This is an optimization exercise on Yosys and OpenROAD, whose aim is small area, a short achievable clock period and few clock cycles per item, not a production implementation. No run shown here included a check of the RTL's function; only the layout flow was run. No activity file was given, so power comes from the tool's default toggle rates.

File: flow/config.mk
export PLATFORM = sky130hd
export DESIGN_NAME = fce_tx
export DESIGN_NICKNAME = fce_tx
export VERILOG_FILES = /design/flow/design.v
export SDC_FILE = /design/flow/constraint.sdc
export NUM_CORES = 4
export LEC_CHECK = 0
export CAP_MARGIN = 20
export CORE_MARGIN = 2
export CORE_UTILIZATION = 45
export PLACE_DENSITY = 0.6
export SETUP_SLACK_MARGIN = 2.4
export SLEW_MARGIN = 20
File: flow/design.v
module fce_tx (
    input  wire        clk,
    input  wire        rst,
    input  wire        reg_wr,
    input  wire [4:0]  reg_addr,
    input  wire [31:0] reg_wdata,
    output reg  [31:0] reg_rdata,
    output wire        busy,
    output reg         mem_en,
    output reg  [3:0]  mem_we,
    output reg  [9:0]  mem_addr,
    output reg  [31:0] mem_wdata,
    input  wire [31:0] mem_rdata
);
    localparam [7:0] OP_NOP     = 8'h00;
    localparam [7:0] OP_ETH_ADD = 8'h01;
    localparam [7:0] OP_IP_ADD  = 8'h02;
    localparam [7:0] OP_UDP_ADD = 8'h03;
    localparam [7:0] OP_TCP_ADD = 8'h04;
    localparam [7:0] OP_CSUM    = 8'h08;
    localparam [4:0] R_CMD      = 5'h00;
    localparam [4:0] R_STATUS   = 5'h01;
    localparam [4:0] R_RESULT   = 5'h02;
    localparam [4:0] R_A0       = 5'h08;
    localparam [4:0] R_A1       = 5'h09;
    localparam [4:0] R_A2       = 5'h0A;
    localparam [4:0] R_A3       = 5'h0B;
    localparam [4:0] R_A4       = 5'h0C;
    localparam [4:0] R_A5       = 5'h0D;
    localparam [4:0] R_MAC_HI   = 5'h10;
    localparam [4:0] R_MAC_LO   = 5'h11;
    localparam [4:0] R_IP_ADDR  = 5'h12;
    localparam [4:0] R_IP_IDENT = 5'h13;
    localparam [4:0] R_IP_TTL   = 5'h14;
    localparam [4:0] R_TCP_MSS  = 5'h15;
    reg [31:0] cmd_q;
    reg [2:0]  errcode;     
    reg        sticky;
    reg [15:0] result;      
    reg [31:0] a0, a1, a2, a3, a4, a5;
    reg [31:0] mac_hi;
    reg [15:0] mac_lo;
    reg [31:0] ip_addr;
    reg [15:0] ip_ident;
    reg [7:0]  ip_ttl;
    reg [15:0] tcp_mss;
    reg        run;                                
    reg        chk;                                
    reg        t_eth, t_ip, t_udp, t_tcp, t_csum;  
    reg        rd_act;      
    reg        rfirst;      
    reg [8:0]  rptr;        
    reg [9:0]  rrem;        
    reg [1:0]  elane;       
    reg [3:0]  mask_q;      
    reg [15:0] acc;         
    reg [2:0]  ac;          
    reg        tact;        
    reg [3:0]  ti;          
    reg        tq_v;        
    reg        crdy;        
    reg [2:0]  hj;          
    reg [8:0]  waddr;       
    reg [31:0] xq;          
    reg        xw;          
    reg [23:0] gq;          
    assign busy = run;
    wire        bsel = cmd_q[8];
    wire [15:0] off  = cmd_q[31:16];
    wire [1:0]  al   = cmd_q[17:16];
    wire        syn  = a4[1];
    wire [7:0]  w_op  = reg_wdata[7:0];
    wire [15:0] w_off = reg_wdata[31:16];
    wire w_nop  = (w_op == OP_NOP);
    wire w_eth  = (w_op == OP_ETH_ADD);
    wire w_ip   = (w_op == OP_IP_ADD);
    wire w_udp  = (w_op == OP_UDP_ADD);
    wire w_tcp  = (w_op == OP_TCP_ADD);
    wire w_csum = (w_op == OP_CSUM);
    wire w_legal = w_nop | w_eth | w_ip | w_udp | w_tcp | w_csum;
    wire w_rsv = w_nop  ? (reg_wdata[31:8] != 24'd0) :
                 w_csum ? (reg_wdata[15:9] != 7'd0)  :
                          (reg_wdata[15:8] != 8'd0);
    wire [4:0]  tcp_hl   = syn ? 5'd24 : 5'd20;
    wire [15:0] ip_dlen  = a1[31:16];
    wire [15:0] udp_dlen = a2[15:0];
    wire [15:0] tcp_dlen = a5[15:0];
    wire [15:0] csum_len = a1[15:0];
    wire [2:0] w_err = !w_legal ? 3'd1 :
                       w_rsv    ? 3'd2 : 3'd0;
    wire [15:0] n_len   = t_udp ? udp_dlen : t_tcp ? tcp_dlen : t_csum ? csum_len : 16'd0;
    wire [4:0]  n_h     = t_eth ? 5'd14 : t_ip ? 5'd20 : t_udp ? 5'd8 : t_tcp ? tcp_hl : 5'd0;
    wire [12:0] n_end   = {1'b0, off[11:0]} + {1'b0, n_len[11:0]} + {8'd0, n_h};
    wire        n_big   = (off[15:12] != 4'd0) || (n_len[15:12] != 4'd0);
    wire        ip_lbad = (ip_dlen > 16'd65515);
    wire        h_bad   = (off[15:12] != 4'd0) ||
                          (t_eth && (off[11:0] > 12'd2034)) ||
                          (t_ip && ((off[11:0] > 12'd2028) || ip_lbad));
    wire        c_lbad  = (t_ip & ip_lbad) | (t_udp & (udp_dlen > 16'd65527)) |
                          (t_tcp & (tcp_dlen > (syn ? 16'd65511 : 16'd65515)));
    wire        c_rbad  = n_big || (n_end > 13'd2048);
    wire        c_bad   = chk & (c_lbad | c_rbad);
    wire [15:0] w_n     = w_udp ? udp_dlen : w_tcp ? tcp_dlen : csum_len;
    wire        w_hasrd = (w_udp | w_tcp | w_csum) && (w_n != 16'd0);
    wire [13:0] w_span  = {12'd0, w_off[1:0]} + {2'b00, w_n[11:0]} + (w_csum ? 14'h3FFB : 14'h3FFF);
    wire        w_more  = !w_span[13];                   
    wire [8:0]  w_rskip = w_udp ? 9'd2 : w_tcp ? (syn ? 9'd6 : 9'd5) : 9'd1;
    wire cmd_wr = !run && reg_wr && (reg_addr == R_CMD);
    wire [15:0] w_init = w_csum ? a0[15:0] : w_udp ? 16'd17 : w_tcp ? 16'd6 : 16'd0;
    wire        e_eth = run ? t_eth : w_eth;
    wire        e_ip  = run ? t_ip  : w_ip;
    wire        e_udp = run ? t_udp : w_udp;
    wire        e_tcp = run ? t_tcp : w_tcp;
    wire [7:0] hl_byte = syn ? 8'h60 : 8'h50;
    wire [4:0] g_hlen  = t_eth ? 5'd14 : t_ip ? 5'd20 : t_udp ? 5'd8 : tcp_hl;
    wire [4:0] g_fo    = t_ip ? 5'd10 : t_udp ? 5'd6 : 5'd16;
    wire [5:0] g_m1    = {4'd0, al} + {1'b0, g_hlen} - 6'd1;
    wire [5:0] g_cp    = {4'd0, al} + {1'b0, g_fo};
    wire [5:0] g_cp1   = g_cp + 6'd1;
    wire       wlast   = (hj == g_m1[4:2]);
    wire [3:0] weq     = ((hj == 3'd0) ? (4'b1111 << al) : 4'b1111) &
                         (wlast ? (4'b1111 >> (2'd3 - g_m1[1:0])) : 4'b1111);
    wire [3:0] ovh     = (!t_eth && hj == g_cp[4:2])  ? (4'b0001 << g_cp[1:0])  : 4'b0000;
    wire [3:0] ovl     = (!t_eth && hj == g_cp1[4:2]) ? (4'b0001 << g_cp1[1:0]) : 4'b0000;
    function [31:0] hgroup(input e, input i, input u, input [15:0] lf, input [2:0] g);
        begin
            hgroup = 32'd0;
            if (e) begin
                case (g)
                    3'd0: hgroup = a0;
                    3'd1: hgroup = {a1[15:0], mac_hi[31:16]};
                    3'd2: hgroup = {mac_hi[15:0], mac_lo};
                    default: hgroup = {a1[31:16], 16'h0000};
                endcase
            end else if (i) begin
                case (g)
                    3'd0: hgroup = {16'h4500, lf};
                    3'd1: hgroup = {ip_ident, 16'h0000};
                    3'd2: hgroup = {ip_ttl, a1[7:0], 16'h0000};
                    3'd3: hgroup = ip_addr;
                    default: hgroup = a0;
                endcase
            end else if (u) begin
                case (g)
                    3'd0: hgroup = {a1[15:0], a1[31:16]};
                    default: hgroup = {lf, 16'h0000};
                endcase
            end else begin
                case (g)
                    3'd0: hgroup = {a1[15:0], a1[31:16]};
                    3'd1: hgroup = a2;
                    3'd2: hgroup = a3;
                    3'd3: hgroup = {hl_byte, a4[7:0], a4[31:16]};
                    3'd4: hgroup = 32'd0;
                    default: hgroup = {16'h0204, tcp_mss};
                endcase
            end
        end
    endfunction
    function [31:0] hrot(input [55:0] w, input [1:0] a);
        begin
            case (a)
                2'd0: hrot = {w[7:0],   w[15:8],  w[23:16], w[31:24]};
                2'd1: hrot = {w[15:8],  w[23:16], w[31:24], w[39:32]};
                2'd2: hrot = {w[23:16], w[31:24], w[39:32], w[47:40]};
                default: hrot = {w[31:24], w[39:32], w[47:40], w[55:48]};
            endcase
        end
    endfunction
    wire        gsum  = run && tact && !t_ip;
    wire        g_f   = gsum && ti[3];
    wire [2:0]  hj1   = hj + 3'd1;
    wire [15:0] lenf  = e_ip  ? (ip_dlen  + 16'd20) :
                        e_udp ? (udp_dlen + 16'd8)  : (tcp_dlen + {11'd0, tcp_hl});
    wire [2:0]  e_k   = !run ? 3'd0 :
                        g_f  ? (ti[1] ? 3'd1 : ti[0] ? 3'd4 : 3'd3) :
                        gsum ? ti[2:0] : xw ? hj1 : hj;
    wire [31:0] g_cur = hgroup(e_eth && !g_f, g_f ? !ti[1] : e_ip, g_f ? ti[1] : e_udp, lenf, e_k);
    wire [31:0] term = g_cur;
    wire [3:0]  ti_glast = t_udp ? 4'd2 : (syn ? 4'd5 : 4'd4);
    wire [3:0]  ti_last  = t_tcp ? 4'd10 : 4'd9;
    wire [3:0]  ti_nx    = (ti == ti_glast) ? 4'd8 : (ti + 4'd1);
    wire        ip_t     = t_ip & tact;
    wire [31:0] ip_ta    = {ip_ident, ip_ttl, a1[7:0]} & {32{ip_t & ti[0]}};
    wire [31:0] term2    = (ti[0] ? a0 : ip_addr) & {32{ip_t}};
    wire        sw      = !off[0] && !t_ip;
    wire [31:0] term_s  = sw ? {term[23:16], term[31:24], term[7:0], term[15:8]} : term;
    wire [31:0] term_q  = (xq & {32{tq_v}}) | ip_ta;
    wire [31:0] mx = (mem_rdata & {{8{mask_q[3]}}, {8{mask_q[2]}}, {8{mask_q[1]}}, {8{mask_q[0]}}}) | term2;
    function [18:0] csa_s(input [18:0] x, input [18:0] y, input [18:0] z);
        csa_s = x ^ y ^ z;
    endfunction
    function [18:0] csa_c(input [18:0] x, input [18:0] y, input [18:0] z);
        csa_c = {((x[17:0] & y[17:0]) | (x[17:0] & z[17:0]) | (y[17:0] & z[17:0])), 1'b0};
    endfunction
    wire [18:0] o_a  = {3'd0, acc};
    wire [18:0] o_e  = {16'd0, ac};
    wire [18:0] o_th = {3'd0, term_q[31:16]};
    wire [18:0] o_tl = {3'd0, term_q[15:0]};
    wire [18:0] o_mh = {3'd0, mx[31:16]};
    wire [18:0] o_ml = {3'd0, mx[15:0]};
    wire [18:0] r_s  = csa_s(o_a, o_th, o_tl);
    wire [18:0] r_c  = csa_c(o_a, o_th, o_tl);
    wire [18:0] m_s  = csa_s(o_mh, o_ml, o_e);
    wire [18:0] m_c  = csa_c(o_mh, o_ml, o_e);
    wire [18:0] q_s  = csa_s(r_s, r_c, m_s);
    wire [18:0] q_c  = csa_c(r_s, r_c, m_s);
    wire [18:0] n_s  = csa_s(q_s, q_c, m_c);
    wire [18:0] n_c  = csa_c(q_s, q_c, m_c);
    wire [18:0] acc_n = n_s + n_c;
    wire [16:0] tot  = {1'b0, acc} + {14'd0, ac};
    wire [15:0] f2   = tot[16] ? {13'd0, tot[2:0] + 3'd1} : tot[15:0];
    wire [15:0] fold = sw ? {f2[7:0], f2[15:8]} : f2;
    wire fin = !rd_act && (mask_q == 4'b0000) && !tact && !tq_v;
    wire done_csum = t_csum && fin;
    wire hdr_go = !t_csum && !rd_act && xw && !(tact && !t_ip) && !(chk && h_bad) && (((ovh | ovl) == 4'b0000) || crdy);
    wire done_hdr = hdr_go && wlast;
    wire [31:0] csum_ov;
    genvar gl;
    generate
        for (gl = 0; gl < 4; gl = gl + 1) begin : g_ov
            assign csum_ov[8*gl +: 8] = (result[15:8] & {8{ovh[gl]}}) | (result[7:0] & {8{ovl[gl]}});
        end
    endgenerate
    always @* begin
        mem_wdata = hrot({gq, xq}, al) | csum_ov;
        if (run) begin
            mem_en   = rd_act | hdr_go;
            mem_we   = rd_act ? 4'b0000 : (hdr_go ? weq : 4'b0000);
            mem_addr = rd_act ? {bsel & t_csum, rptr} : {1'b0, waddr};
        end else begin
            mem_en   = reg_wr && (reg_addr == R_CMD);
            mem_we   = 4'b0000;
            mem_addr = {reg_wdata[8], reg_wdata[26:18]};
        end
    end
    always @* begin
        case (reg_addr)
            R_CMD:      reg_rdata = cmd_q;
            R_STATUS:   reg_rdata = {23'd0, sticky, 5'd0, errcode};
            R_RESULT:   reg_rdata = {16'd0, result};
            R_A0:       reg_rdata = a0;
            R_A1:       reg_rdata = a1;
            R_A2:       reg_rdata = a2;
            R_A3:       reg_rdata = a3;
            R_A4:       reg_rdata = a4;
            R_A5:       reg_rdata = a5;
            R_MAC_HI:   reg_rdata = mac_hi;
            R_MAC_LO:   reg_rdata = {16'd0, mac_lo};
            R_IP_ADDR:  reg_rdata = ip_addr;
            R_IP_IDENT: reg_rdata = {16'd0, ip_ident};
            R_IP_TTL:   reg_rdata = {24'd0, ip_ttl};
            R_TCP_MSS:  reg_rdata = {16'd0, tcp_mss};
            default:    reg_rdata = 32'd0;
        endcase
    end
    always @(posedge clk) begin
        if (rst) begin
            cmd_q    <= 32'd0;
            errcode  <= 3'd0;
            sticky   <= 1'b0;
            result   <= 16'd0;
            a0       <= 32'd0;
            a1       <= 32'd0;
            a2       <= 32'd0;
            a3       <= 32'd0;
            a4       <= 32'd0;
            a5       <= 32'd0;
            mac_hi   <= 32'd0;
            mac_lo   <= 16'd0;
            ip_addr  <= 32'd0;
            ip_ident <= 16'd0;
            ip_ttl   <= 8'h40;
            tcp_mss  <= 16'h05B4;
            run      <= 1'b0;
        end else if (!run) begin
            if (reg_wr) begin
                case (reg_addr)
                    R_CMD: begin
                        cmd_q <= reg_wdata;
                        if (w_err != 3'd0) begin
                            errcode <= w_err;
                            sticky  <= 1'b1;
                            result  <= 16'd0;
                        end else begin
                            errcode <= 3'd0;
                            result  <= 16'd0;
                            run     <= !w_nop;
                        end
                    end
                    R_STATUS:   if (reg_wdata[8]) sticky <= 1'b0;
                    R_A0:       a0 <= reg_wdata;
                    R_A1:       a1 <= reg_wdata;
                    R_A2:       a2 <= reg_wdata;
                    R_A3:       a3 <= reg_wdata;
                    R_A4:       a4 <= reg_wdata;
                    R_A5:       a5 <= reg_wdata;
                    R_MAC_HI:   mac_hi <= reg_wdata;
                    R_MAC_LO:   mac_lo <= reg_wdata[15:0];
                    R_IP_ADDR:  ip_addr <= reg_wdata;
                    R_IP_IDENT: ip_ident <= reg_wdata[15:0];
                    R_IP_TTL:   ip_ttl <= reg_wdata[7:0];
                    R_TCP_MSS:  tcp_mss <= reg_wdata[15:0];
                    default: ;
                endcase
            end
        end else begin
            if (c_bad) begin
                errcode <= c_lbad ? 3'd4 : 3'd3;
                sticky  <= 1'b1;
            end
            if (c_bad || done_csum || done_hdr)
                run <= 1'b0;
            if (c_bad)
                result <= 16'd0;
            else if (done_csum)
                result <= fold;
            else if (done_hdr)
                result <= t_eth ? 16'd14 : t_ip ? 16'd20 : t_udp ? 16'd8 : {11'd0, tcp_hl};
            else if (fin && !crdy)
                result <= ~fold;     
            if (done_hdr && t_ip)
                ip_ident <= ip_ident + 16'd1;
        end
    end
    always @(posedge clk) begin
        if (cmd_wr) begin
            t_eth  <= w_eth;
            t_ip   <= w_ip;
            t_udp  <= w_udp;
            t_tcp  <= w_tcp;
            t_csum <= w_csum;
            chk    <= !w_nop;
            rrem   <= w_span[11:2];
            elane  <= w_span[1:0];
            if (w_csum) begin
                rd_act <= w_hasrd && w_more;
                rfirst <= 1'b0;
                mask_q <= w_hasrd ? ((4'b1111 << w_off[1:0]) &
                                     (w_more ? 4'b1111 : (4'b1111 >> (2'd3 - w_span[1:0]))))
                                  : 4'b0000;
            end else begin
                rd_act <= w_hasrd;
                rfirst <= 1'b1;
                mask_q <= 4'b0000;
            end
            rptr   <= w_off[10:2] + w_rskip;
            acc    <= w_off[0] ? w_init : {w_init[7:0], w_init[15:8]};
            ac     <= 3'd0;
            tact   <= !w_eth && !w_csum;
            tq_v   <= w_ip;
            ti     <= w_ip ? 4'd8 : 4'd0;
            crdy   <= 1'b0;
            hj     <= 3'd0;
            waddr  <= w_off[10:2];
            xq     <= g_cur;
            xw     <= 1'b1;
        end else begin
            chk <= 1'b0;
            if (rd_act) begin
                rptr   <= rptr + 9'd1;
                rrem   <= rrem - 10'd1;
                rfirst <= 1'b0;
                mask_q <= (rfirst ? (4'b1111 << al) : 4'b1111) &
                          ((rrem == 10'd0) ? (4'b1111 >> (2'd3 - elane)) : 4'b1111);
                if (rrem == 10'd0)
                    rd_act <= 1'b0;
            end else begin
                mask_q <= 4'b0000;
            end
            {ac, acc} <= acc_n;
            tq_v   <= tact && !t_ip;
            if (tact) begin
                ti <= ti_nx;
                if (ti == ti_last)
                    tact <= 1'b0;
            end
            if (fin)
                crdy <= 1'b1;
            if (tact && !t_ip) begin
                xq <= term_s;
                xw <= 1'b0;
            end else if (!xw) begin
                xq <= g_cur;
                xw <= 1'b1;
            end else if (hdr_go) begin
                hj    <= hj1;
                waddr <= waddr + 9'd1;
                xq    <= g_cur;
                gq    <= xq[23:0];
            end
        end
    end
endmodule
File: flow/run.sh
#!/bin/bash
# synth_recipe.tcl (not shown) runs the flow's synth.tcl, then flattens the netlist and writes it again
# the make line also repeats each setting of config.mk as NAME=value (left out here)
make -C /OpenROAD-flow-scripts/flow DESIGN_CONFIG=/design/flow/config.mk WORK_HOME=/design/flow/orfs CLKGATE_MAP_FILE= SYNTH_SCRIPT=/design/flow/synth_recipe.tcl finish
File: flow/constraint.sdc
create_clock -name core_clock -period 6.5 [get_ports {clk}]
set_input_delay 1.3000 -clock core_clock [delete_from_list [all_inputs] [get_ports {clk}]]
set_output_delay 1.3000 -clock core_clock [all_outputs]
set_load 0.01 [all_outputs]
==> results of run 1 <==
power groups by stage:
stage          registers, W  clock network [W]  logic (W)
3_5_place_dp        0.00340                  0    0.00137
4_1_cts             0.00333            0.00358    0.00155
2_1_floorplan       0.00333                  0   0.000935
5_1_grt             0.00335            0.00370    0.00175
3_3_place_gp        0.00340                  0    0.00137
6_report            0.00334            0.00361    0.00166
synthesized netlist by cell type (26+ instances only):
library cell and number:
nand2_1 965, a21oi_1 516, dfxtp_1 397, clkbuf_1 296, nor2_1 206, o21ai_0 196
inv_1 148, a22oi_1 98, edfxtp_1 96, ha_1 96, mux2i_1 90, a221oi_1 79
xnor2_1 79, nand3_1 77, fa_1 61, a22o_1 52, nor3_1 51, a221o_1 45
xor2_1 45, a31oi_1 33, mux4_2 32, nand4_1 30, a222oi_1 28, o22ai_1 28
buf_1 26
final cells by class:
class / count / area, µm² / share of cell area
Antenna cell: 6 / 15.0 / 0.000354
Clock buffer: 75 / 1650 / 0.0389
Multi-Input combinational cell: 3199 / 22000 / 0.519
Inverter: 151 / 576 / 0.0136
Clock inverter: 34 / 408 / 0.00963
Timing Repair Buffer: 586 / 5680 / 0.134
Sequential cell: 493 / 10900 / 0.256
Tap cell: 959 / 1200 / 0.0283
worst paths after layout:
check	end	slack, ns	cells after the start
worst min register to register	cmd_q[11]$_SDFFE_PP0P_	0.46	2
worst min-delay path	cmd_q[11]$_SDFFE_PP0P_	0.46	2
worst max register to register	ac[2]$_SDFF_PP0_	1.59	23
worst max-delay path	mem_wdata[18]	1.52	14
logic make-up after synthesis:
family | Yosys count
DFF | 493
xor gates and xnor gates | 124
muxes | 147
AOI/OAI and AO/OA | 1277
buffers and inverters | 510
and+or+nand+nor | 1493
adders and majority gates | 157
metrics by stage:
step	hold WS, ns	utilization	worst slack [ns]	total power, W
2_1_floorplan	0.436	-	1.65	0.00426
3_3_place_gp	0.444	0.496	0.770	0.00477
3_5_place_dp	0.449	0.496	0.740	0.00477
4_1_cts	0.459	0.564	1.61	0.00846
5_1_grt	0.482	0.582	1.44	0.00880
6_report	0.461	0.582	1.52	0.00861
metal layers:
| layer | wire, µm | GRT usage | vias up |
|---|---|---|---|
| li1 | - | - | 15664 |
| met1 | 72400 | 0.633 | 18142 |
| met4 | 20300 | 0.409 | 8 |
| met5 | 78 | 0.0107 | - |
| met3 | 31400 | 0.219 | 916 |
| met2 | 78900 | 0.712 | 3289 |
repair_timing:
| action | CTS | global route |
|---|---|---|
| hold buffers | 0 | 0 |
| pin swaps | 145 | 123 |
| gates cloned | 17 | 1 |
| gates resized for setup | 667 | 158 |
| endpoints found under the hold margin | 0 | 0 |
| endpoints found under the setup margin | 193 | 184 |
| setup buffers | 172 | 67 |
worst register-to-register path, stage by stage (launching register included):
cell and delay, ns:
edfxtp_1 0.38, buf_4 0.15, buf_6 0.12, buf_6 0.11, nand2_4 0.08, nor2_4 0.06, buf_12 0.15, a22oi_2 0.28
fa_2 0.51, fa_1 0.49, inv_1 0.05, fa_2 0.55, ha_4 0.15, inv_2 0.04, fa_2 0.34, nor2b_1 0.13
o21a_1 0.19, o21ai_2 0.08, a21oi_2 0.18, a41oi_2 0.17, a21oi_2 0.19, a31o_2 0.19, a21oi_1 0.07, nor3_1 0.17
==> metrics.csv, run 1 <==
stage,metric,value,unit
cells_and_area,FILL cells,6669,
worst_setup_path,worst path cell trace,"nor2_4, inv_2, ha_4, ha_4, xnor2_4, xnor2_2, mux2i_1, or3_4, nor3b_4, buf_6, buf_6, buf_6, a221o_1, buf_2",
routing,Final ANT Viol Nets,0,
min_path,min-delay src,cmd_q[11]$_SDFFE_PP0P_,
worst_setup_path,crit path kind,reg2out,
timing,Tmin final,4.98,ns
yosys,post-synthesis cell type count,98,
cells_and_area,Layout Nets,4718,
routing,Iter 0 DRT Violations,6401,
yosys,multiplexer share of the synthesized area,0.0576,
placed_design,Port Buffer Count,151,
placed_design,detailed placer's ending HPWL,141000,µm
clock_network,Worst-Skew Late Latency,0.66,ns
min_path,worst hold path type,reg2reg,
yosys,Synth area leader,dfxtp_1,
worst_setup_path,CP startpoint kind,flip-flop,
yosys,Synth Cell Area,0.0330,mm²
yosys,YS warnings,1,
yosys,Seq cells post-synth,493,
yosys,"Seq/Total Area, Yosys",0.328,
global_route,global-route wire length before repair,273000,µm
outcome,status,finished clean,
pwr,"IR drop worst, VDD",0.260,mV
yosys,predominant post-synthesis flop cell,dfxtp_1,
pwr,Sw Ratio,0.304,
global_route,largest net degree at the start of global routing,181,
yosys,largest family of logic cells by synthesized area,compound AO/OA/AOI/OAI gates,
die,Die W,275,µm
yosys,post-synth net total,4430,
pwr,cell area power density,203,mW/mm²
worst_setup_path,CP dominant cell by count,buf_6,
routing,drt total wl,203000,µm
cells_and_area,"commonest non-fill, non-tap cell in the layout",nand2_1,
clock_network,htree depth,2,
worst_setup_path,CP max stage delay,0.50,ns
yosys,simple-gate share of the synthesized area,0.194,
timing,Max Slew Vio Count,0,
clock_network,clock sinks,493,
pwr,Clk pwr share,0.419,
global_route,gr usage total,0.519,
timing,Tcrit/Tclk final,0.766,
cells_and_area,share of cells above drive strength 1,0.226,
global_route,vias in the first global route,33815,
worst_setup_path,CP arrival,3.68,ns
pwr,Logic pwr share,0.193,
worst_setup_path,critical path required time,5.20,ns
clock_network,TritonCTS clock tree,yes,
clock_network,CTS Buf Count,58,
routing,WL per Instance,36.9,µm
worst_setup_path,CP Buf/Inv Count,5,
yosys,XOR/XNOR Fraction of Synth Area,0.0329,
placed_design,DP Area,0.0361,mm²
routing,vias per inst,6.91,
routing,# DRC,0,
timing,setup tns final,0,ns
yosys,mean post-synth cell area,7.86,µm²
clock_network,Clock transition at path regs,0.07,ns
die,area of the core,0.0728,mm²
worst_setup_path,cell class contributing the biggest share of worst-path delay,simple AND/OR/NAND/NOR gates,
timing,final setup fails,0,
placed_design,GPL Wtd Cong,1.11,
clock_network,Longest Clk Path Bufs,3,
timing,Final Hold Fails,0,
pwr,Pleak,15.7,nW
yosys,post-synthesis instance total,4201,
yosys,Synth Area in Compound Gates,0.253,
die,initial core utilization,0.454,
worst_setup_path,worst r2r src,t_ip$_DFFE_PP_,
pwr,sequential cell fraction of total power,0.388,
yosys,ys async rst share,0,
timing,Slew Limit Headroom,0.0846,
die,DIE AREA,0.0756,mm²
yosys,"EDFF count, synth",96,
worst_setup_path,Crit Path Max Fanout,3,
die,Die Span Y,275,µm
cells_and_area,Area Overhead vs Synth,28.3,%
cells_and_area,Layout Cells excl Fill,5503,
routing,First-pass DRT Iterations,11,
placed_design,placed cells,5131,
cells_and_area,"commonest non-fill, non-tap cells in the layout","nand2_1, a21oi_1, dfxtp_1, buf_4, nor2_1",
flow_run,number of max-cap violations,0,
routing,Vias,38019,
worst_setup_path,Critical Path Source,t_udp$_DFFE_PP_,
yosys,Post-Synth Adder-Cell Area,0.0733,
global_route,grt ovf,0,
die,IO Pins,152,
pwr,internal power,0.00599,W
timing,Tightest Pin Transition,1.36,ns
clock_network,CTS root buf,clkbuf_16,
pwr,sw power,0.00262,W
cells_and_area,"Design Area, Final",0.0424,mm²
worst_setup_path,Worst path slowest cell,edfxtp_1,
timing,clk_skew,0.0293,ns
timing,Fmax,201,MHz
timing,RSZ-0062 raised after global routing,yes,
die,# rows,99,
global_route,initial antenna violation count,17,
worst_setup_path,Crit. End Element,output port,
yosys,top-area cell type share of the netlist area,0.241,
yosys,Area contributors post-synth,"dfxtp_1, nand2_1, edfxtp_1",
==> run 2, diff against run 1 <==
--- a/flow/config.mk
+++ b/flow/config.mk
@@ -9,5 +9,5 @@
 export CORE_MARGIN = 2
 export CORE_UTILIZATION = 45
 export PLACE_DENSITY = 0.6
-export SETUP_SLACK_MARGIN = 2.4
+export SETUP_SLACK_MARGIN = 2.8
 export SLEW_MARGIN = 20
==> metrics.csv, run 2 <==
stage,metric,value,unit,change
pwr,Sw Ratio,0.315,,was 0.304
worst_setup_path,Worst path slowest cell,fa_1,,was edfxtp_1
min_path,worst hold path type,reg2reg,,unchanged
global_route,grt ovf,0,,unchanged
worst_setup_path,CP max stage delay,0.52,ns,was 0.50 ns
placed_design,Port Buffer Count,151,,unchanged
clock_network,clock sinks,493,,unchanged
global_route,vias in the first global route,34684,,was 33815
yosys,"EDFF count, synth",96,,unchanged
pwr,internal power,0.00582,W,was 0.00599 W
worst_setup_path,Crit Path Max Fanout,6,,was 3
yosys,post-synthesis instance total,4201,,unchanged
timing,RSZ-0062 raised after global routing,yes,,unchanged
routing,Final ANT Viol Nets,0,,unchanged
yosys,commonest cells in the netlist,"nand2_1, a21oi_1, dfxtp_1, clkbuf_1, nor2_1",,unchanged
die,Die Span Y,275,µm,unchanged
placed_design,Placement Setup Slack,0.682,ns,was 0.740 ns
pwr,Pleak,16.3,nW,was 15.7 nW
yosys,mean post-synth cell area,7.86,µm²,unchanged
routing,vias per inst,7.07,,was 6.91
pwr,Clk pwr share,0.394,,was 0.419
pwr,total power draw,0.00851,W,was 0.00861 W
timing,clk_skew,0.0294,ns,was 0.0293 ns
die,initial core utilization,0.454,,unchanged
cells_and_area,share of cells above drive strength 1,0.266,,was 0.226
worst_setup_path,Crit. End Element,flip-flop,,was output port
pwr,Logic pwr share,0.212,,was 0.193
routing,Vias,39527,,was 38019
yosys,YS warnings,1,,unchanged
cells_and_area,Area Overhead vs Synth,33.1,%,was 28.3%
die,# rows,99,,unchanged
timing,Max Slew Vio Count,0,,unchanged
placed_design,GPL Wtd Cong,1.13,,was 1.11
cells_and_area,Layout Nets,4801,,was 4718
worst_setup_path,CP startpoint kind,flip-flop,,unchanged
yosys,"Seq/Total Area, Yosys",0.328,,unchanged
die,area of the core,0.0728,mm²,unchanged
routing,# DRC,0,,unchanged
clock_network,CTS root buf,clkbuf_16,,unchanged
yosys,post-synth net total,4430,,unchanged
flow_run,number of max-cap violations,0,,unchanged
yosys,top-count cell post-synth,nand2_1,,unchanged
timing,Slew Limit Headroom,0.0889,,was 0.0846
worst_setup_path,worst path cell trace,"buf_6, nand2_4, nor2_4, buf_12, buf_16, a22oi_1, fa_1, fa_1, fa_1, inv_1, ha_1, nand2_1, o21ai_2, a211oi_2, nor3b_2, o21a_1, o21ai_2, and3_1, or3_1",,"was nor2_4, inv_2, ha_4, ha_4, xnor2_4, xnor2_2, mux2i_1, or3_4, nor3b_4, buf_6, buf_6, buf_6, a221o_1, buf_2"
global_route,global-route wire length before repair,283000,µm,was 273000 µm
clock_network,Worst-Skew Late Latency,0.66,ns,about the same
global_route,initial antenna violation count,20,,was 17
die,IO Pins,152,,unchanged
worst_setup_path,critical path required time,7.02,ns,was 5.20 ns
yosys,top-area cell type share of the netlist area,0.241,,unchanged
clock_network,TritonCTS clock tree,yes,,unchanged
timing,Tmin final,4.83,ns,was 4.98 ns
yosys,Synth area leader,dfxtp_1,,unchanged
clock_network,Longest Clk Path Bufs,3,,unchanged
yosys,Synth Cell Area,0.0330,mm²,unchanged
die,DIE AREA,0.0756,mm²,unchanged
pwr,cell area power density,193,mW/mm²,was 203 mW/mm²
yosys,predominant post-synthesis flop cell,dfxtp_1,,unchanged
yosys,Seq cells post-synth,493,,unchanged
yosys,Area contributors post-synth,"dfxtp_1, nand2_1, edfxtp_1",,unchanged
worst_setup_path,CP arrival,5.35,ns,was 3.68 ns
timing,Fmax,207,MHz,was 201 MHz
global_route,gr usage total,0.539,,was 0.519
routing,Iter 0 DRT Violations,7610,,was 6401
outcome,status,finished clean,,unchanged
timing,final setup fails,0,,unchanged
placed_design,detailed placer's ending HPWL,146000,µm,was 141000 µm
routing,First-pass DRT Iterations,9,,was 11
timing,Tightest Pin Transition,1.35,ns,was 1.36 ns
pwr,"IR drop worst, VDD",0.284,mV,was 0.260 mV
routing,drt total wl,213000,µm,was 203000 µm
cells_and_area,"commonest non-fill, non-tap cells in the layout","nand2_1, a21oi_1, dfxtp_1, buf_4, nor2_1",,unchanged
clock_network,Clock transition at path regs,0.06,ns,was 0.07 ns
timing,Tcrit/Tclk final,0.743,,was 0.766
die,Die W,275,µm,unchanged
timing,Final WS setup,1.67,ns,was 1.52 ns
pwr,sw power,0.00268,W,was 0.00262 W
pwr,sequential cell fraction of total power,0.394,,was 0.388
timing,worst hold margin,0.455,ns,was 0.461 ns
yosys,ys async rst share,0,,unchanged
global_route,largest net degree at the start of global routing,181,,unchanged
worst_setup_path,crit path kind,reg2reg,,was reg2out
clock_network,htree depth,2,,unchanged
yosys,post-synthesis cell type count,98,,unchanged
cells_and_area,"commonest non-fill, non-tap cell in the layout",nand2_1,,unchanged
routing,WL per Instance,38.0,µm,was 36.9 µm
timing,Final Hold Fails,0,,unchanged
clock_network,CTS Buf Count,56,,was 58
worst_setup_path,CP dominant cell by count,fa_1,,was buf_6
timing,setup tns final,0,ns,unchanged
[run 2: per-stage QoR]
step                instances  instance area, µm²   util
floorplan                4201               33800      -
global placement         5141               36400  0.500
detailed placement       5141               36400  0.500
CTS                      5453               41600  0.571
global route             5578               43900  0.603
finish                   5594               44000  0.604
[run 2: critical path: cells and delay by family, from the launching register on]
kind / cells / cell delay (ns)
buffers and inverters: 4 / 0.48
flip-flops: 1 / 0.43
adder cells (fa/ha/maj): 4 / 1.89
AND/OR/NAND/NOR: 6 / 0.98
AO/OA/AOI/OAI: 5 / 0.92
[run 2: cell type report]
class | count | area [µm²]
clock inverter | 24 | 312
tap | 959 | 1200
timing repair buffer | 666 | 6470
multi-input combinational | 3204 | 23000
antenna | 18 | 45.0
clock buffer | 79 | 1550
fill | 6398 | 28900
sequential | 493 | 10900
inverter | 151 | 597
[run 2: worst paths after layout]
check | start | end | slack (ns) | depth (start not counted)
setup / recovery | t_ip$_DFFE_PP_ | ac[1]$_SDFF_PP0_ | 1.67 | 19
hold / removal | cmd_q[2]$_SDFFE_PP0P_ | cmd_q[2]$_SDFFE_PP0P_ | 0.45 | 2
setup reg to reg | t_ip$_DFFE_PP_ | ac[1]$_SDFF_PP0_ | 1.67 | 19
hold reg to reg | cmd_q[2]$_SDFFE_PP0P_ | cmd_q[2]$_SDFFE_PP0P_ | 0.45 | 2
[run 2: power groups by stage]
stage	logic (W)	registers (W)	clock network (W)
after detailed placement	0.00139	0.00341	0
after floorplan	0.000952	0.00333	0
after global routing	0.00189	0.00336	0.00343
final	0.00180	0.00335	0.00335
after global placement	0.00138	0.00341	0
after CTS	0.00165	0.00334	0.00333
[run 2: routing by layer]
| layer | share of wire | GRT usage | wire length (µm) |
|---|---|---|---|
| met5 | 0.00052 | 0 | 111 |
| met4 | 0.11 | 0.451 | 24300 |
| met3 | 0.15 | 0.223 | 32300 |
| met2 | 0.38 | 0.726 | 80600 |
| met1 | 0.36 | 0.662 | 75600 |
[run 2: kinds of logic after synthesis]
kind of cell / share of synthesized area
buffers and inverters: 0.0615
DFF: 0.328
AOI/OAI and AO/OA: 0.253
xor gates and xnor gates: 0.0329
muxes: 0.0576
and+or+nand+nor: 0.194
adders and majority gates: 0.0733
[run 2: repair_timing]
action                                  4_1_cts  5_1_grt
hold buffers                                  0        0
resized for setup                           766      297
buffers inserted                            193      117
endpoints found under the setup margin      411      228
pin swaps                                   168      179
gates cloned                                 16        5
==> run 3, diff against run 2 <==
--- a/flow/config.mk
+++ b/flow/config.mk
@@ -9,5 +9,5 @@
 export CORE_MARGIN = 2
 export CORE_UTILIZATION = 45
 export PLACE_DENSITY = 0.6
-export SETUP_SLACK_MARGIN = 2.8
+export SETUP_SLACK_MARGIN = 2.0
 export SLEW_MARGIN = 20
==> metrics.csv, run 3 <==
stage,metric,value,unit,change
clock_network,CTS root buf,clkbuf_16,,unchanged
yosys,commonest cells in the netlist,"nand2_1, a21oi_1, dfxtp_1, clkbuf_1, nor2_1",,unchanged
placed_design,DP Area,0.0361,mm²,was 0.0364 mm²
timing,Tmin final,5.06,ns,was 4.83 ns
timing,setup tns final,0,ns,unchanged
die,IO Pins,152,,unchanged
timing,Tcrit/Tclk final,0.779,,was 0.743
yosys,Synth Cell Area,0.0330,mm²,unchanged
worst_setup_path,CP Buf/Inv Count,4,,unchanged
cells_and_area,"commonest non-fill, non-tap cells in the layout","nand2_1, a21oi_1, dfxtp_1, buf_4, nor2_1",,unchanged
timing,Fmax,197,MHz,was 207 MHz
clock_network,CTS Buf Count,58,,was 56
worst_setup_path,CP max stage delay,0.77,ns,was 0.52 ns
min_path,worst hold endpoint,a5[25]$_SDFFE_PP0P_,,was cmd_q[2]$_SDFFE_PP0P_
timing,RSZ-0062 raised after global routing,yes,,unchanged
worst_setup_path,CP dominant cell by count,a21oi_1,,was fa_1
routing,Final ANT Viol Nets,0,,unchanged
placed_design,detailed placer's ending HPWL,138000,µm,was 146000 µm
routing,# DRC,0,,unchanged
worst_setup_path,crit path kind,reg2reg,,unchanged
timing,final setup fails,0,,unchanged
yosys,Synth area leader,dfxtp_1,,unchanged
die,initial core utilization,0.454,,unchanged
cells_and_area,share of cells above drive strength 1,0.178,,was 0.266
yosys,post-synthesis cell type count,98,,unchanged
clock_network,Clock transition at path regs,0.06,ns,about the same
clock_network,htree depth,2,,unchanged
min_path,worst hold path type,reg2reg,,unchanged
die,DIE AREA,0.0756,mm²,unchanged
yosys,Area contributors post-synth,"dfxtp_1, nand2_1, edfxtp_1",,unchanged
outcome,status,finished clean,,unchanged
min_path,worst hold stages,2,,unchanged
die,Die W,275,µm,unchanged
routing,WL per Instance,36.8,µm,was 38.0 µm
yosys,top-count cell post-synth,nand2_1,,unchanged
clock_network,cts hold-fix bufs,0,,unchanged
cells_and_area,"Design Area, Final",0.0405,mm²,was 0.0440 mm²
timing,Final Hold Fails,0,,unchanged
worst_setup_path,CP startpoint kind,flip-flop,,unchanged
timing,Max Slew Vio Count,0,,unchanged
pwr,cell area power density,210,mW/mm²,was 193 mW/mm²
timing,Tightest Pin Transition,1.23,ns,was 1.35 ns
worst_setup_path,Crit. End Element,flip-flop,,unchanged
die,Die Span Y,275,µm,unchanged
clock_network,Worst-Skew Late Latency,0.67,ns,was 0.66 ns
pwr,"IR drop worst, VDD",0.240,mV,was 0.284 mV
worst_setup_path,worst path cell trace,"buf_4, bufbuf_16, ha_1, nand2b_1, a21oi_1, o21a_2, buf_4, buf_4, a21oi_1, a21oi_1, nor2_1, a221oi_1, a21oi_1",,"was buf_6, nand2_4, nor2_4, buf_12, buf_16, a22oi_1, fa_1, fa_1, fa_1, inv_1, ha_1, nand2_1, o21ai_2, a211oi_2, nor3b_2, o21a_1, o21ai_2, and3_1, or3_1"
worst_setup_path,worst reg2reg setup slack,1.44,ns,was 1.67 ns
worst_setup_path,RR Endpoint,xq[5]$_DFFE_PP_,,was ac[1]$_SDFF_PP0_
yosys,predominant post-synthesis flop cell,dfxtp_1,,unchanged
routing,Iter 0 DRT Violations,6486,,was 7610
yosys,post-synth net total,4430,,unchanged
timing,worst hold margin,0.455,ns,about the same
worst_setup_path,Reg2Reg Depth,13,,was 19
flow_run,number of max-cap violations,0,,unchanged
routing,drt total wl,199000,µm,was 213000 µm
cells_and_area,FILL cells,6926,,was 6398
cells_and_area,register area,0.0108,mm²,was 0.0109 mm²
global_route,largest net degree at the start of global routing,182,,was 181
routing,vias per inst,6.97,,was 7.07
clock_network,TritonCTS clock tree,yes,,unchanged
placed_design,GPL Wtd Cong,1.08,,was 1.13
yosys,ys async rst share,0,,unchanged
routing,Vias,37604,,was 39527
yosys,mean post-synth cell area,7.86,µm²,unchanged
cells_and_area,Layout Nets,4602,,was 4801
cells_and_area,Area Overhead vs Synth,22.6,%,was 33.1%
yosys,"Seq/Total Area, Yosys",0.328,,unchanged
placed_design,Port Buffer Count,151,,unchanged
worst_setup_path,critical path required time,6.86,ns,was 7.02 ns
global_route,gr usage total,0.510,,was 0.539
pwr,Pleak,14.8,nW,was 16.3 nW
clock_network,clock sinks,493,,unchanged
worst_setup_path,cell class contributing the biggest share of worst-path delay,compound AO/OA/AOI/OAI gates,,was adder cells
worst_setup_path,worst r2r src,ti[0]$_SDFFCE_PP0P_,,was t_ip$_DFFE_PP_
yosys,YS warnings,1,,unchanged
min_path,min-delay src,a5[25]$_SDFFE_PP0P_,,was cmd_q[2]$_SDFFE_PP0P_
routing,First-pass DRT Iterations,10,,was 9
die,area of the core,0.0728,mm²,unchanged
timing,clk_skew,0.0473,ns,was 0.0294 ns
clock_network,Longest Clk Path Bufs,3,,unchanged
global_route,initial antenna violation count,25,,was 20
cells_and_area,Final Util,0.556,,was 0.604
global_route,vias in the first global route,33912,,was 34684
cells_and_area,"commonest non-fill, non-tap cell in the layout",nand2_1,,unchanged
worst_setup_path,Worst path slowest cell,a221oi_1,,was fa_1
yosys,post-synthesis instance total,4201,,unchanged
global_route,grt ovf,0,,unchanged
yosys,Seq cells post-synth,493,,unchanged
yosys,"EDFF count, synth",96,,unchanged
yosys,top-area cell type share of the netlist area,0.241,,unchanged
die,# rows,99,,unchanged
worst_setup_path,Crit Path Max Fanout,21,,was 6
global_route,global-route wire length before repair,270000,µm,was 283000 µm
worst_setup_path,CP arrival,5.42,ns,was 5.35 ns
timing,Slew Limit Headroom,0.173,,was 0.0889
cells_and_area,area of the multi-input gates,0.0214,mm²,was 0.0230 mm²
-- run 3: per-layer routing --
layer | global-route usage | wire, µm
met5 | 0.00376 | 78
met4 | 0.398 | 19300
met3 | 0.200 | 29800
met2 | 0.694 | 77300
met1 | 0.639 | 72300
-- run 3: worst min-delay path, cell delays in order, from the launching register on --
cell     delay [ns]
dfxtp_1        0.30
nand2_1        0.05
a21oi_1        0.05
-- run 3: cell families (layout without fill, tap and decap cells) --
group | after synthesis | in the layout | synth area share
AOI/OAI and AO/OA | 1277 | 1277 | 0.253
muxes | 147 | 147 | 0.0576
adders and majority gates | 157 | 157 | 0.0733
DFF | 493 | 493 | 0.328
other | 0 | 16 | 0
buffers and inverters | 510 | 729 | 0.0615
and+or+nand+nor | 1493 | 1494 | 0.194
xor gates and xnor gates | 124 | 124 | 0.0329
-- run 3: what timing repair did --
| item | CTS | global route |
|---|---|---|
| gates resized for setup | 416 | 143 |
| pin swaps | 77 | 73 |
| setup buffers | 91 | 43 |
| hold endpoints to repair | 0 | 0 |
| setup endpoints to repair | 125 | 130 |
| gates cloned | 13 | 1 |
-- run 3: area by class of cell --
type                            instances  share of cell area
Inverter                              151              0.0143
Multi-Input combinational cell       3199               0.528
Clock buffer                           77              0.0406
Sequential cell                       493               0.268
Clock inverter                         31             0.00871
Tap cell                              959              0.0296
Timing Repair Buffer                  470               0.110
Antenna cell                           16            0.000988
-- run 3: through the flow --
stage	power (W)	instances	setup slack (ns)
floorplan	0.00426	4201	1.65
global placement	0.00479	5123	0.726
detailed placement	0.00480	5123	0.680
CTS	0.00835	5335	1.62
global route	0.00867	5381	1.51
finish	0.00850	5396	1.44
-- run 3: worst max path at each step --
stage	from	slack (ns)	cells past startpoint	endpoint
finish	ti[0]$_SDFFCE_PP0P_	1.44	13	xq[5]$_DFFE_PP_
global placement	reg_wdata[4]	0.73	22	rd_act$_DFF_P_
global route	t_udp$_DFFE_PP_	1.51	15	mem_we[1]
CTS	t_udp$_DFFE_PP_	1.62	13	mem_we[0]
detailed placement	reg_wdata[4]	0.68	22	rd_act$_DFF_P_
floorplan	mem_rdata[2]	1.65	19	ac[0]$_SDFF_PP0_
-- run 3: where the power goes --
| group | internal, W | switching [W] |
|---|---|---|
| Combinational | 0.000629 | 0.000997 |
| Sequential | 0.00320 | 0.000145 |
| Clock | 0.00205 | 0.00147 |
==> run 4, diff against run 3 <==
--- a/flow/design.v
+++ b/flow/design.v
@@ -49,7 +49,7 @@
     reg        t_eth, t_ip, t_udp, t_tcp, t_csum;  
     reg        rd_act;      
     reg        rfirst;      
-    reg [8:0]  rptr;        
+    reg [8:0]  maddr;       
     reg [9:0]  rrem;        
     reg [1:0]  elane;       
     reg [3:0]  mask_q;      
@@ -58,12 +58,15 @@
     reg        tact;        
     reg [3:0]  ti;          
     reg        tq_v;        
+    reg        ipa, ipb;    
     reg        crdy;        
     reg [2:0]  hj;          
-    reg [8:0]  waddr;       
     reg [31:0] xq;          
     reg        xw;          
     reg [23:0] gq;          
+    reg [3:0]  weq;         
+    reg [3:0]  ovh, ovl;    
+    reg        wlast;       
     assign busy = run;
     wire        bsel = cmd_q[8];
     wire [15:0] off  = cmd_q[31:16];
@@ -112,16 +115,35 @@
     wire        e_udp = run ? t_udp : w_udp;
     wire        e_tcp = run ? t_tcp : w_tcp;
     wire [7:0] hl_byte = syn ? 8'h60 : 8'h50;
-    wire [4:0] g_hlen  = t_eth ? 5'd14 : t_ip ? 5'd20 : t_udp ? 5'd8 : tcp_hl;
-    wire [4:0] g_fo    = t_ip ? 5'd10 : t_udp ? 5'd6 : 5'd16;
-    wire [5:0] g_m1    = {4'd0, al} + {1'b0, g_hlen} - 6'd1;
-    wire [5:0] g_cp    = {4'd0, al} + {1'b0, g_fo};
-    wire [5:0] g_cp1   = g_cp + 6'd1;
-    wire       wlast   = (hj == g_m1[4:2]);
-    wire [3:0] weq     = ((hj == 3'd0) ? (4'b1111 << al) : 4'b1111) &
-                         (wlast ? (4'b1111 >> (2'd3 - g_m1[1:0])) : 4'b1111);
-    wire [3:0] ovh     = (!t_eth && hj == g_cp[4:2])  ? (4'b0001 << g_cp[1:0])  : 4'b0000;
-    wire [3:0] ovl     = (!t_eth && hj == g_cp1[4:2]) ? (4'b0001 << g_cp1[1:0]) : 4'b0000;
+    reg  [2:0] g_last;      
+    reg  [1:0] g_elane;     
+    reg  [2:0] g_c0, g_c1;  
+    reg  [1:0] g_l0;        
+    always @* begin
+        g_elane = t_eth ? al + 2'd1 : al - 2'd1;
+        g_l0    = t_tcp ? al : al + 2'd2;
+        if (t_eth) begin
+            g_last = (al == 2'd3) ? 3'd4 : 3'd3;
+            g_c0 = 3'd7; g_c1 = 3'd7;
+        end else if (t_ip) begin
+            g_last = (al == 2'd0) ? 3'd4 : 3'd5;
+            g_c0 = al[1] ? 3'd3 : 3'd2;
+            g_c1 = (al == 2'd0) ? 3'd2 : 3'd3;
+        end else if (t_udp) begin
+            g_last = (al == 2'd0) ? 3'd1 : 3'd2;
+            g_c0 = al[1] ? 3'd2 : 3'd1;
+            g_c1 = (al == 2'd0) ? 3'd1 : 3'd2;
+        end else begin
+            g_last = syn ? ((al == 2'd0) ? 3'd5 : 3'd6) : ((al == 2'd0) ? 3'd4 : 3'd5);
+            g_c0 = 3'd4;
+            g_c1 = (al == 2'd3) ? 3'd5 : 3'd4;
+        end
+    end
+    wire [2:0] gk      = hj + 3'd1;
+    wire       n_last  = (gk == g_last);
+    wire [3:0] n_we    = n_last ? (4'b1111 >> (2'd3 - g_elane)) : 4'b1111;
+    wire [3:0] n_ovh   = (gk == g_c0) ? (4'b0001 << g_l0) : 4'b0000;
+    wire [3:0] n_ovl   = (gk == g_c1) ? (4'b0001 << (g_l0 + 2'd1)) : 4'b0000;
     function [31:0] hgroup(input e, input i, input u, input [15:0] lf, input [2:0] g);
         begin
             hgroup = 32'd0;
@@ -180,9 +202,8 @@
     wire [3:0]  ti_glast = t_udp ? 4'd2 : (syn ? 4'd5 : 4'd4);
     wire [3:0]  ti_last  = t_tcp ? 4'd10 : 4'd9;
     wire [3:0]  ti_nx    = (ti == ti_glast) ? 4'd8 : (ti + 4'd1);
-    wire        ip_t     = t_ip & tact;
-    wire [31:0] ip_ta    = {ip_ident, ip_ttl, a1[7:0]} & {32{ip_t & ti[0]}};
-    wire [31:0] term2    = (ti[0] ? a0 : ip_addr) & {32{ip_t}};
+    wire [31:0] ip_ta    = {ip_ident, ip_ttl, a1[7:0]} & {32{ipb}};
+    wire [31:0] term2    = (ip_addr & {32{ipa}}) | (a0 & {32{ipb}});
     wire        sw      = !off[0] && !t_ip;
     wire [31:0] term_s  = sw ? {term[23:16], term[31:24], term[7:0], term[15:8]} : term;
     wire [31:0] term_q  = (xq & {32{tq_v}}) | ip_ta;
@@ -227,7 +248,7 @@
         if (run) begin
             mem_en   = rd_act | hdr_go;
             mem_we   = rd_act ? 4'b0000 : (hdr_go ? weq : 4'b0000);
-            mem_addr = rd_act ? {bsel & t_csum, rptr} : {1'b0, waddr};
+            mem_addr = {bsel & t_csum & rd_act, maddr};
         end else begin
             mem_en   = reg_wr && (reg_addr == R_CMD);
             mem_we   = 4'b0000;
@@ -324,6 +345,8 @@
         end
     end
     always @(posedge clk) begin
+        ipa <= cmd_wr && w_ip;
+        ipb <= ipa;
         if (cmd_wr) begin
             t_eth  <= w_eth;
             t_ip   <= w_ip;
@@ -344,7 +367,7 @@
                 rfirst <= 1'b1;
                 mask_q <= 4'b0000;
             end
-            rptr   <= w_off[10:2] + w_rskip;
+            maddr  <= w_off[10:2] + (w_hasrd ? w_rskip : 9'd0);
             acc    <= w_off[0] ? w_init : {w_init[7:0], w_init[15:8]};
             ac     <= 3'd0;
             tact   <= !w_eth && !w_csum;
@@ -352,13 +375,16 @@
             ti     <= w_ip ? 4'd8 : 4'd0;
             crdy   <= 1'b0;
             hj     <= 3'd0;
-            waddr  <= w_off[10:2];
             xq     <= g_cur;
             xw     <= 1'b1;
+            weq    <= 4'b1111 << w_off[1:0];
+            ovh    <= 4'b0000;
+            ovl    <= 4'b0000;
+            wlast  <= 1'b0;
         end else begin
             chk <= 1'b0;
             if (rd_act) begin
-                rptr   <= rptr + 9'd1;
+                maddr  <= (rrem == 10'd0) ? off[10:2] : (maddr + 9'd1);
                 rrem   <= rrem - 10'd1;
                 rfirst <= 1'b0;
                 mask_q <= (rfirst ? (4'b1111 << al) : 4'b1111) &
@@ -385,9 +411,13 @@
                 xw <= 1'b1;
             end else if (hdr_go) begin
                 hj    <= hj1;
-                waddr <= waddr + 9'd1;
+                maddr <= maddr + 9'd1;
                 xq    <= g_cur;
                 gq    <= xq[23:0];
+                weq   <= n_we;
+                ovh   <= n_ovh;
+                ovl   <= n_ovl;
+                wlast <= n_last;
             end
         end
     end
--- a/flow/config.mk
+++ b/flow/config.mk
@@ -9,5 +9,5 @@
 export CORE_MARGIN = 2
 export CORE_UTILIZATION = 45
 export PLACE_DENSITY = 0.6
-export SETUP_SLACK_MARGIN = 2.0
+export SETUP_SLACK_MARGIN = 2.4
 export SLEW_MARGIN = 20
==> metrics.csv, run 4 <==
stage,metric,value,unit,change
timing,setup tns final,0,ns,unchanged
pwr,Pleak,16.5,nW,was 14.8 nW
yosys,Seq cells post-synth,499,,was 493
yosys,Post-Synth Adder-Cell Area,0.0707,,was 0.0733
global_route,grt ovf,0,,unchanged
clock_network,TritonCTS clock tree,yes,,unchanged
pwr,internal power,0.00600,W,was 0.00588 W
routing,First-pass DRT Iterations,27,,was 10
yosys,post-synthesis instance total,4242,,was 4201
die,area of the core,0.0731,mm²,was 0.0728 mm²
yosys,multiplexer share of the synthesized area,0.0405,,was 0.0576
pwr,"IR drop worst, VDD",0.209,mV,was 0.240 mV
die,DIE AREA,0.0762,mm²,was 0.0756 mm²
worst_setup_path,CP arrival,5.29,ns,was 5.42 ns
timing,Final Hold Fails,0,,unchanged
pwr,sequential cell fraction of total power,0.394,,about the same
worst_setup_path,CP startpoint kind,input port,,was flip-flop
routing,Iter 0 DRT Violations,7204,,was 6486
clock_network,clock sinks,499,,was 493
worst_setup_path,worst path cell trace,"buf_6, a222oi_1, inv_1, fa_1, inv_2, fa_1, inv_1, fa_2, ha_4, inv_2, fa_2, nor2b_2, o21a_1, o21ai_2, a211o_1, nand3_2, a41oi_2, xor2_1, nor2_1",,"was buf_4, bufbuf_16, ha_1, nand2b_1, a21oi_1, o21a_2, buf_4, buf_4, a21oi_1, a21oi_1, nor2_1, a221oi_1, a21oi_1"
clock_network,CTS Buf Count,57,,was 58
cells_and_area,Area Overhead vs Synth,31.1,%,was 22.6%
pwr,cell area power density,199,mW/mm²,was 210 mW/mm²
yosys,top-area cell type share of the netlist area,0.251,,was 0.241
clock_network,CTS root buf,clkbuf_16,,unchanged
die,IO Pins,152,,unchanged
die,Die W,276,µm,was 275 µm
min_path,worst hold stages,2,,unchanged
routing,vias per inst,7.13,,was 6.97
yosys,mean post-synth cell area,7.85,µm²,was 7.86 µm²
worst_setup_path,Worst path slowest cell,fa_2,,was a221oi_1
yosys,top-count cell post-synth,nand2_1,,unchanged
cells_and_area,share of cells above drive strength 1,0.226,,was 0.178
worst_setup_path,Reg2Reg Depth,19,,was 13
global_route,vias in the first global route,35296,,was 33912
global_route,largest net degree at the start of global routing,196,,was 182
worst_setup_path,critical path required time,7.02,ns,was 6.86 ns
clock_network,htree depth,2,,unchanged
clock_network,Clock transition at path regs,0.06,ns,about the same
placed_design,Port Buffer Count,151,,unchanged
pwr,Logic pwr share,0.187,,was 0.191
flow_run,number of max-cap violations,0,,unchanged
yosys,simple-gate share of the synthesized area,0.189,,was 0.194
global_route,global-route wire length before repair,284000,µm,was 270000 µm
pwr,Clk pwr share,0.419,,was 0.414
yosys,"Seq/Total Area, Yosys",0.325,,was 0.328
yosys,Synth area leader,dfxtp_1,,unchanged
cells_and_area,Layout Nets,4803,,was 4602
global_route,gr usage total,0.535,,was 0.510
timing,RSZ-0062 raised after global routing,yes,,unchanged
cells_and_area,Final Util,0.597,,was 0.556
routing,Vias,39891,,was 37604
clock_network,Worst-Skew Late Latency,0.68,ns,was 0.67 ns
timing,Tcrit/Tclk final,0.733,,was 0.779
yosys,Synth Area in Compound Gates,0.280,,was 0.253
die,Die Span Y,276,µm,was 275 µm
timing,clk_skew,0.0393,ns,was 0.0473 ns
routing,WL per Instance,37.8,µm,was 36.8 µm
yosys,YS warnings,1,,unchanged
clock_network,cts hold-fix bufs,0,,unchanged
die,# rows,99,,unchanged
pwr,sw power,0.00267,W,was 0.00261 W
yosys,"EDFF count, synth",82,,was 96
timing,Fmax,210,MHz,was 197 MHz
yosys,post-synth net total,4466,,was 4430
timing,final setup fails,0,,unchanged
yosys,post-synthesis cell type count,92,,was 98
routing,# DRC,0,,unchanged
cells_and_area,"commonest non-fill, non-tap cell in the layout",nand2_1,,unchanged
outcome,status,finished clean,,unchanged
routing,drt total wl,212000,µm,was 199000 µm
worst_setup_path,Crit Path Max Fanout,3,,was 21
yosys,Area contributors post-synth,"dfxtp_1, nand2_1, edfxtp_1",,unchanged
routing,Final ANT Viol Nets,0,,unchanged
pwr,Sw Ratio,0.308,,about the same
yosys,ys async rst share,0,,unchanged
placed_design,detailed placer's ending HPWL,146000,µm,was 138000 µm
worst_setup_path,crit path kind,in2reg,,was reg2reg
global_route,initial antenna violation count,13,,was 25
worst_setup_path,CP max stage delay,0.55,ns,was 0.77 ns
yosys,commonest cells in the netlist,"nand2_1, a21oi_1, dfxtp_1, clkbuf_1, inv_1",,"was nand2_1, a21oi_1, dfxtp_1, clkbuf_1, nor2_1"
yosys,predominant post-synthesis flop cell,dfxtp_1,,unchanged
timing,worst hold margin,0.456,ns,was 0.455 ns
timing,Max Slew Vio Count,0,,unchanged
yosys,largest family of logic cells by synthesized area,compound AO/OA/AOI/OAI gates,,unchanged
clock_network,Longest Clk Path Bufs,3,,unchanged
yosys,XOR/XNOR Fraction of Synth Area,0.0268,,was 0.0329
timing,Tmin final,4.76,ns,was 5.06 ns
yosys,Synth Cell Area,0.0333,mm²,was 0.0330 mm²
placed_design,GPL Wtd Cong,1.09,,was 1.08
min_path,worst hold path type,reg2reg,,unchanged
timing,Slew Limit Headroom,0.137,,was 0.173
worst_setup_path,Crit. End Element,flip-flop,,unchanged
placed_design,placed cells,5183,,was 5123
die,initial core utilization,0.455,,was 0.454
cells_and_area,Layout Cells excl Fill,5598,,was 5396
timing,Tightest Pin Transition,1.29,ns,was 1.23 ns
cells_and_area,"commonest non-fill, non-tap cells in the layout","nand2_1, a21oi_1, dfxtp_1, buf_4, inv_1",,"was nand2_1, a21oi_1, dfxtp_1, buf_4, nor2_1"
run 4: worst max-delay path, delay by kind of cell:
| family | cells | cell delay, ns |
|---|---|---|
| AO/OA/AOI/OAI | 5 | 1.13 |
| buffers and inverters | 5 | 0.34 |
| AND/OR/NAND/NOR | 3 | 0.26 |
| XOR/XNOR | 1 | 0.16 |
| adder cells (fa/ha/maj) | 5 | 2.10 |
run 4: cells by family after synthesis:
| kind of cell | Yosys count |
|---|---|
| flops | 499 |
| mux | 133 |
| xor+xnor | 102 |
| buf+inv | 591 |
| fa+ha+maj | 152 |
| compound gates | 1342 |
| simple gates | 1423 |
run 4: area by class of cell:
| class | count | area [µm²] |
|---|---|---|
| multi-input cells | 3154 | 22200 |
| diodes | 11 | 27.5 |
| clock inverters | 36 | 480 |
| repair buffers | 664 | 6500 |
| well taps | 959 | 1200 |
| inverters | 203 | 779 |
| fillers | 6599 | 29400 |
| flip-flops and latches | 499 | 10800 |
| clock buffers | 72 | 1580 |
run 4: timing repair:
item | CTS | global route
setup buffers | 216 | 65
pin swaps | 210 | 162
setup endpoints to repair | 172 | 134
resized for setup | 609 | 215
cloned | 14 | 1
run 4: per-stage QoR:
step           setup slack, ns  total power, W  area (µm²)
2_1_floorplan             1.59         0.00431       33600
3_3_place_gp             0.689         0.00484       36600
3_5_place_dp             0.691         0.00485       36600
4_1_cts                   1.86         0.00854       42100
5_1_grt                   1.61         0.00886       43600
6_report                  1.74         0.00868       43600
run 4: power by group through the flow:
stage	clock network [W]	registers (W)	logic (W)
after floorplan	0	0.00339	0.000927
after global placement	0	0.00347	0.00136
after detailed placement	0	0.00347	0.00138
after CTS	0.00362	0.00340	0.00151
after global routing	0.00373	0.00342	0.00172
final	0.00363	0.00342	0.00162
run 4: path summary, 6_finish.rpt:
check	start	end	slack, ns
worst min-delay path	a5[22]$_SDFFE_PP0P_	a5[22]$_SDFFE_PP0P_	0.46
worst max register to register	ipa$_DFF_P_	ac[0]$_SDFF_PP0_	1.74
worst max-delay path	mem_rdata[18]	ac[0]$_SDFF_PP0_	1.74
worst min register to register	a5[22]$_SDFFE_PP0P_	a5[22]$_SDFFE_PP0P_	0.46
run 4: routing by layer:
layer / wire length [µm] / part of all wire / GRT usage
met5: 168 / 0.00079 / 0.0100
met4: 21900 / 0.10 / 0.426
met3: 33200 / 0.16 / 0.222
met2: 81200 / 0.38 / 0.725
met1: 75000 / 0.35 / 0.662
==> run 5, diff against run 4 <==
--- a/flow/config.mk
+++ b/flow/config.mk
@@ -9,5 +9,5 @@
 export CORE_MARGIN = 2
 export CORE_UTILIZATION = 45
 export PLACE_DENSITY = 0.6
-export SETUP_SLACK_MARGIN = 2.4
+export SETUP_SLACK_MARGIN = 2.6
 export SLEW_MARGIN = 20
==> metrics.csv, run 5 <==
stage,metric,value,unit,change
yosys,"EDFF count, synth",82,,unchanged
outcome,status,finished clean,,unchanged
clock_network,Longest Clk Path Bufs,3,,unchanged
worst_setup_path,Crit. End Element,flip-flop,,unchanged
clock_network,CTS root buf,clkbuf_16,,unchanged
worst_setup_path,CP dominant cell by count,inv_1,,
timing,clk_skew,0.0298,ns,was 0.0393 ns
timing,Slew Limit Headroom,0.165,,was 0.137
pwr,Pleak,16.2,nW,was 16.5 nW
die,Die W,276,µm,unchanged
flow_run,number of max-cap violations,0,,unchanged
die,Die Span Y,276,µm,unchanged
worst_setup_path,CP max stage delay,0.51,ns,was 0.55 ns
global_route,initial antenna violation count,20,,was 13
timing,Tightest Pin Transition,1.25,ns,was 1.29 ns
worst_setup_path,cell class contributing the biggest share of worst-path delay,adder cells,,unchanged
die,initial core utilization,0.455,,unchanged
timing,final setup fails,0,,unchanged
global_route,vias in the first global route,35188,,was 35296
yosys,YS warnings,1,,unchanged
timing,Fmax,206,MHz,was 210 MHz
yosys,mean post-synth cell area,7.85,µm²,unchanged
worst_setup_path,CP arrival,5.44,ns,was 5.29 ns
placed_design,detailed placer's ending HPWL,144000,µm,was 146000 µm
clock_network,clock sinks,499,,unchanged
placed_design,Port Buffer Count,151,,unchanged
yosys,simple-gate share of the synthesized area,0.189,,unchanged
clock_network,Worst-Skew Late Latency,0.68,ns,about the same
global_route,largest net degree at the start of global routing,132,,was 196
routing,Final ANT Viol Nets,0,,unchanged
clock_network,TritonCTS clock tree,yes,,unchanged
timing,RSZ-0062 raised after global routing,yes,,unchanged
timing,Final Hold Fails,0,,unchanged
yosys,Synth Cell Area,0.0333,mm²,unchanged
min_path,worst hold path type,reg2reg,,unchanged
routing,Iter 0 DRT Violations,7776,,was 7204
die,# rows,99,,unchanged
global_route,gr usage total,0.526,,was 0.535
yosys,ys async rst share,0,,unchanged
clock_network,htree depth,2,,unchanged
yosys,Seq cells post-synth,499,,unchanged
worst_setup_path,Worst path slowest cell,fa_1,,was fa_2
cells_and_area,"commonest non-fill, non-tap cells in the layout","nand2_1, a21oi_1, dfxtp_1, buf_4, inv_1",,unchanged
yosys,post-synthesis cell type count,92,,unchanged
cells_and_area,share of cells above drive strength 1,0.236,,was 0.226
yosys,XOR/XNOR Fraction of Synth Area,0.0268,,unchanged
cells_and_area,"commonest non-fill, non-tap cell in the layout",nand2_1,,unchanged
yosys,Synth Area in Compound Gates,0.280,,unchanged
timing,Tcrit/Tclk final,0.748,,was 0.733
yosys,largest family of logic cells by synthesized area,compound AO/OA/AOI/OAI gates,,unchanged
worst_setup_path,crit path kind,in2reg,,unchanged
cells_and_area,Area Overhead vs Synth,30.0,%,was 31.1%
yosys,post-synthesis instance total,4242,,unchanged
pwr,"IR drop worst, VDD",0.214,mV,was 0.209 mV
yosys,top-area cell type share of the netlist area,0.251,,unchanged
pwr,cell area power density,198,mW/mm²,was 199 mW/mm²
routing,# DRC,0,,unchanged
cells_and_area,FILL cells,6613,,was 6599
clock_network,Clock transition at path regs,0.06,ns,about the same
routing,Vias,39626,,was 39891
yosys,Area contributors post-synth,"dfxtp_1, nand2_1, edfxtp_1",,unchanged
cells_and_area,Layout Nets,4774,,was 4803
global_route,grt ovf,0,,unchanged
yosys,Post-Synth Adder-Cell Area,0.0707,,unchanged
global_route,global-route wire length before repair,280000,µm,was 284000 µm
yosys,"Seq/Total Area, Yosys",0.325,,unchanged
worst_setup_path,CP Buf/Inv Count,4,,was 5
placed_design,DP Area,0.0367,mm²,was 0.0366 mm²
routing,WL per Instance,37.1,µm,was 37.8 µm
yosys,multiplexer share of the synthesized area,0.0405,,unchanged
yosys,Synth area leader,dfxtp_1,,unchanged
## run 5: stage by stage
step | total power (W) | utilization | worst slack (ns) | std cells | hold slack (ns)
3_5_place_dp | 0.00487 | 0.502 | 0.623 | 5176 | 0.449
5_1_grt | 0.00879 | 0.591 | 1.61 | 5564 | 0.473
6_report | 0.00858 | 0.592 | 1.64 | 5578 | 0.455
4_1_cts | 0.00842 | 0.574 | 1.81 | 5488 | 0.457
2_1_floorplan | 0.00432 | - | 1.59 | 4242 | 0.383
3_3_place_gp | 0.00486 | 0.502 | 0.651 | 5174 | 0.442
## run 5: per-layer routing
| metal | GRT usage | vias up | routed length (µm) |
|---|---|---|---|
| met2 | 0.709 | 3490 | 80000 |
| met1 | 0.651 | 18978 | 74800 |
| li1 | - | 16161 | - |
| met3 | 0.232 | 985 | 32100 |
| met5 | 0.000627 | - | 193 |
| met4 | 0.409 | 12 | 20000 |
## run 5: cells by family after synthesis
| logic type | count (synthesis) |
|---|---|
| muxes | 133 |
| AOI/OAI and AO/OA | 1342 |
| and+or+nand+nor | 1423 |
| adders and majority gates | 152 |
| DFF | 499 |
| buffers and inverters | 591 |
| xor gates and xnor gates | 102 |
## run 5: layout make-up
type / instances / area share
Multi-Input combinational cell: 3153 / 0.520
Sequential cell: 499 / 0.251
Timing Repair Buffer: 634 / 0.137
Clock buffer: 79 / 0.0382
Tap cell: 959 / 0.0277
Inverter: 203 / 0.0179
Clock inverter: 33 / 0.00755
Antenna cell: 18 / 0.00104
## run 5: worst reg2reg max path, stage by stage, from the launching register on
cell,delay (ns)
dfxtp_1,0.38
buf_4,0.27
a222oi_1,0.46
inv_1,0.14
fa_1,0.50
inv_1,0.05
fa_1,0.51
inv_2,0.04
fa_2,0.43
ha_4,0.19
a211oi_2,0.23
o21bai_2,0.12
a31oi_2,0.21
o211ai_1,0.17
and3_1,0.20
o31a_1,0.30
or3_1,0.32
a21oi_1,0.15
## run 5: path summary, 6_finish.rpt
check | startpoint | to | slack, ns | depth (start not counted)
worst max-delay path | mem_rdata[10] | ac[1]$_SDFF_PP0_ | 1.64 | 16
worst min-delay path | a5[28]$_SDFFE_PP0P_ | a5[28]$_SDFFE_PP0P_ | 0.46 | 2
worst min register to register | a5[28]$_SDFFE_PP0P_ | a5[28]$_SDFFE_PP0P_ | 0.46 | 2
worst max register to register | ipa$_DFF_P_ | ac[1]$_SDFF_PP0_ | 1.78 | 17
## run 5: power breakdown
group          internal (W)  switching (W)  leakage, nW
combinational      0.000654        0.00101         11.1
sequential          0.00324       0.000172         4.13
clock               0.00196        0.00154        0.964
## run 5: timing repair
action                                  4_1_cts  5_1_grt
pin swaps                                   218      133
endpoints found under the setup margin      200      160
gates cloned                                  8        1
setup buffers                               192       71
resized for setup                           724      191

## static timing again, ports no longer ideal
The results above use ideal ports. As a check the final layouts listed here were re-extracted and re-timed, cells and wires unchanged.
Step 1 assumes that a clkbuf_16 drives the clock port and a buf_2 every other input.
Step 2 also shifts input and output timing later by t, the mid clock arrival at the registers, as if the neighbouring blocks saw the same clock.
Slacks: no drivers / after step 1 / after step 2; pairs: no drivers / after step 1.
run	t, ns	setup WS [ns]
run 1	0.722	1.523 / 1.450 / 1.070
run 2	0.720	1.672 / 1.600 / 1.124
run 3	0.718	1.436 / 1.436 / 0.992
run 4	0.723	1.735 / 1.745 / 1.049
run 5	0.734	1.640 / 1.692 / 0.958
After both steps every run listed still meets setup and hold.
